Source: an optimization exercise on an open RTL-to-GDS flow (aim: small area, a short achievable clock period and few clock cycles per item). Production flows keep margins and buffers that such runs may drop. Only simulation tests tie the RTL to the original design; equivalence was not proved. Power and IR drop assume default switching activity.

Design bfc_bitbuf, start of the top module:
module bfc_bitbuf (
    input  wire        clk,
    input  wire        rst,           
    input  wire        cmd_valid,
    output wire        cmd_ready,
    input  wire [31:0] cmd_hdr,
    input  wire [63:0] cmd_a0,
    output wire        rsp_valid,
    input  wire        rsp_ready,
    output wire [7:0]  rsp_status,
    output wire [63:0] rsp_r0
);
Size in the first run: roughly 8400 cells after synthesis, roughly 0.066 mm^2 of cells after synthesis.
Settings: LEC_CHECK=0, ABC_AREA=1, CAP_MARGIN=20, CORE_MARGIN=2, CORE_UTILIZATION=40, SLEW_MARGIN=20; clock period 12.0 ns.
standard.sh (not shown) runs the stock make flow with config.mk's settings and CLKGATE_MAP_FILE= SYNTH_SCRIPT=/design/flow/synth_recipe.tcl, a recipe that flattens the netlist after the stock synthesis.
==> flow/flow/run.sh <==
#!/bin/bash
# Standard layout (the standard.sh: standard synthesis, floorplan, place, CTS, route),
# with these changes in how the layout is made:
#  - timing repair aims below the clock period: repair_timing's setup margin is raised so
#    that it keeps shortening the critical paths after the 12 ns constraint is met;
#  - clock tree: larger sink clusters and no dummy loads (fewer clock buffers);
#  - port buffers are plain buffers (buf_2) instead of the delay cells buffer_ports picks.
set -euo pipefail
export SETUP_SLACK_MARGIN=$(cat flow/margin.txt)
export CTS_ARGS="-sink_clustering_enable -repair_clock_nets -dont_use_dummy_load -sink_clustering_size 24 -sink_clustering_max_diameter 80"
export BUFFER_PORTS_ARGS="-buffer_cell sky130_fd_sc_hd__buf_2"
bash standard.sh > flow_standard.log 2>&1
==> flow/flow/margin.txt <==
8.0
Testbench counts at the start, summed over its fixed seeds: cycles 3,232, commands 3,200.
Edit:
--- a/flow/design.v
+++ b/flow/design.v
@@ -55,14 +55,15 @@
     wire two_r = two_t[0];
     reg          r_valid;
     reg          r_create, r_destroy, r_bitlen, r_pos, r_isalign, r_align, r_skip;
     reg          r_peek, r_read, r_write;
     reg          r_b, r_inr, r_msby, r_msbi;
     reg          r_bx;               
     reg  [6:0]   r_wm1;              
+    reg  [8:0]   r_k0, r_k1;         
     reg          r_wok;
     reg  [63:0]  r_a0;
     reg          r_gp2;              
     reg  [5:0]   r_m9h;              
     reg          r_dsm, r_dneg;      
     reg          r_capbig;           
     always @(posedge clk)
@@ -81,14 +82,16 @@
             r_read    <= codhdr && opc[1:0] == 2'd1;
             r_write   <= codhdr && opc[1:0] == 2'd2;
             r_b       <= cmd_hdr[8];
             r_inr     <= (cmd_hdr[11:9] == 3'd0);
             r_msby    <= !cmd_hdr[12];
             r_msbi    <= !cmd_hdr[13];
             r_wm1     <= width - 7'd1;
+            r_k0      <= 9'd1 << wm1[6:3];
+            r_k1      <= 9'd2 << wm1[6:3];
             r_wok     <= (width != 7'd0) && (!width[6] || width[5:0] == 6'd0);
             r_a0      <= cmd_a0;
             r_gp2     <= any_r && !two_r;
             r_m9h     <= {|cmd_a0[63:6], |cmd_a0[63:5], |cmd_a0[63:4], |cmd_a0[63:3],
                           |cmd_a0[63:2], |cmd_a0[63:1]};
             r_dsm     <= cmd_a0[63] ? (&cmd_a0[63:9]) : ~(|cmd_a0[63:9]);
             r_dneg    <= cmd_a0[63];
@@ -199,16 +202,15 @@
     wire [4:0] i0   = cur[7:3];
     wire [3:0] kk   = r_wm1[6:3] + {3'd0, c3};
     wire [4:0] il   = i0 + {1'b0, kk};
     wire       fix  = r_msby ^ r_msbi;
     wire [2:0] sh_s = r_msby ? f_b : f_o;
     wire [2:0] sh_d = r_msby ? f_o : f_b;
     wire [7:0] nbm  = r_msby ? ~(8'hFE << f_l) : (8'hFF >> f_o);
-    wire [8:0] k0oh = 9'd1 << r_wm1[6:3];            
-    wire [8:0] koh  = c3 ? {k0oh[7:0], 1'b0} : k0oh;  
+    wire [8:0] koh  = c3 ? r_k1 : r_k0;              
     wire [71:0] xsh = {8'd0, r_a0} << sh_s;
     reg  [71:0] rx;
     always @* begin
         rx = xsh;
         if (fix) rx[7:0] = r_a0[7:0] & nbm;
     end
     reg  [71:0] rxf;
@@ -285,15 +287,15 @@
     end
     reg          p_valid;
     reg  [7:0]   p_st;
     reg  [8:0]   p_r0s;
     reg          p_rd, p_wr, p_se, p_slot, p_msby, p_msbi;
     reg  [2:0]   p_o, p_l;
     reg  [5:0]   p_wm1;
-    reg  [3:0]   p_k;
+    reg  [8:0]   p_koh;
     reg  [71:0]  p_x;                
     reg  [8:0]   p_zf;
     reg  [17:0]  p_bsel;
     reg  [3:0]   p_rho;
     reg          p_slot_r, p_msby_r;   
     reg  [3:0]   p_amt;              
     reg          p_wr_r;
@@ -315,15 +317,15 @@
             p_se   <= n_se;
             p_slot <= b;
             p_msby <= r_msby;
             p_msbi <= r_msbi;
             p_o    <= f_o;
             p_l    <= f_l;
             p_wm1  <= r_wm1[5:0];
-            p_k    <= kk;
+            p_koh  <= koh;
             p_x    <= rxf;
             p_zf   <= n_zf;
             p_bsel <= n_bsel;
             p_rho  <= rho;
             p_lo   <= n_lo;
             p_hi   <= n_hi;
         end
@@ -395,15 +397,14 @@
     wire [71:0] rot_in = p_wr_r ? p_x : bnk;
     wire [71:0] q      = rotr9(p_msby_r ? refl9(rot_in) : rot_in, p_amt);
     wire [2:0] p_b = ~p_l;
     wire [7:0] m0  = p_msbi ? (8'hFF >> p_o) : (8'hFF << p_o);    
     wire [7:0] m1  = p_msbi ? (8'hFF << p_b) : (8'hFF >> p_b);    
     wire [7:0] ma  = p_msby ? m1 : m0;                             
     wire [7:0] mb  = p_msby ? m0 : m1;                             
-    wire [8:0] p_koh = 9'd1 << p_k;
     reg  [8:0] f_in;
     reg        inq;
     integer k6;
     always @* begin
         inq = 1'b1;
         for (k6 = 0; k6 < 9; k6 = k6 + 1) begin
             f_in[k6] = inq;
@@ -444,32 +445,31 @@
     end
     reg          t_valid;
     reg  [7:0]   t_st;
     reg  [8:0]   t_r0s;
     reg          t_rd, t_msby, t_msbi;
     reg  [2:0]   t_o, t_l;
     reg  [5:0]   t_wm1;
-    reg  [3:0]   t_k;
+    reg  [8:0]   t_koh;
     reg  [71:0]  t_q;
     always @(posedge clk) begin
         if (adv) begin
             t_st   <= p_st;
             t_r0s  <= p_r0s;
             t_rd   <= p_rd;
             t_msby <= p_msby;
             t_msbi <= p_msbi;
             t_o    <= p_o;
             t_l    <= p_l;
             t_wm1  <= p_wm1;
-            t_k    <= p_k;
+            t_koh  <= p_koh;
             t_q    <= q;
         end
     end
     wire       t_fix = t_msby ^ t_msbi;
-    wire [8:0] t_koh = 9'd1 << t_k;
     wire [2:0] t_b   = ~t_l;
     wire [2:0] t_s   = t_msby ? t_b : t_o;
     wire [2:0] t_d   = t_msby ? t_o : t_b;
     wire [7:0] t_nbm = t_msby ? ~(8'hFE << t_l) : (8'hFF >> t_o);
     reg  [71:0] qf;
     integer k10;
     always @* begin
What happened: The new run completed with no timing, DRC or antenna violations. Clock power is lower by about 2%. Design area is about the same. Wire length is lower by 1.3%. First-iteration DRC count is higher by 9.2%. Critical path depth is higher by 9. Flip-flop and latch count is higher by 19. Worst setup slack degrades by 79 ps. Non-clock buffer count is higher by 28. Power is higher by 5.7%. Hold slack degrades by 43 ps. Register-to-register slack degrades by 80 ps. Combinational power is higher by 15%. Synthesized cell count is lower by 1.2%. Sequential power is higher by about 3%.
Testbench counts after the change, summed over its fixed seeds: cycles 3,232, commands 3,200.

[what the ideal ports hide]
The results above use ideal ports. As a check the final layouts listed here were re-extracted and re-timed, cells and wires unchanged. Step 1 assumes that a clkbuf_16 drives the clock port and a buf_2 every other input. Step 2 times the ports against the registers' clock, not the clock port: input delays grow and output delays shrink by t, the midpoint of the rising clock arrivals with the driver on. a / b / c = ideal ports / drivers / drivers and shift; a / b = the first two.
run | t (ns) | slack for setup (ns) | cell pins on the clock port's net
the first run | 0.791 | 7.990 / 7.990 / 7.382 | 1
the second run | 0.762 | 7.911 / 7.911 / 7.482 | 1
After both steps every run listed still meets setup and hold. The setup slack of the first run, which loses most, moves by 0.000 ns with the drivers and by -0.608 ns with both steps.
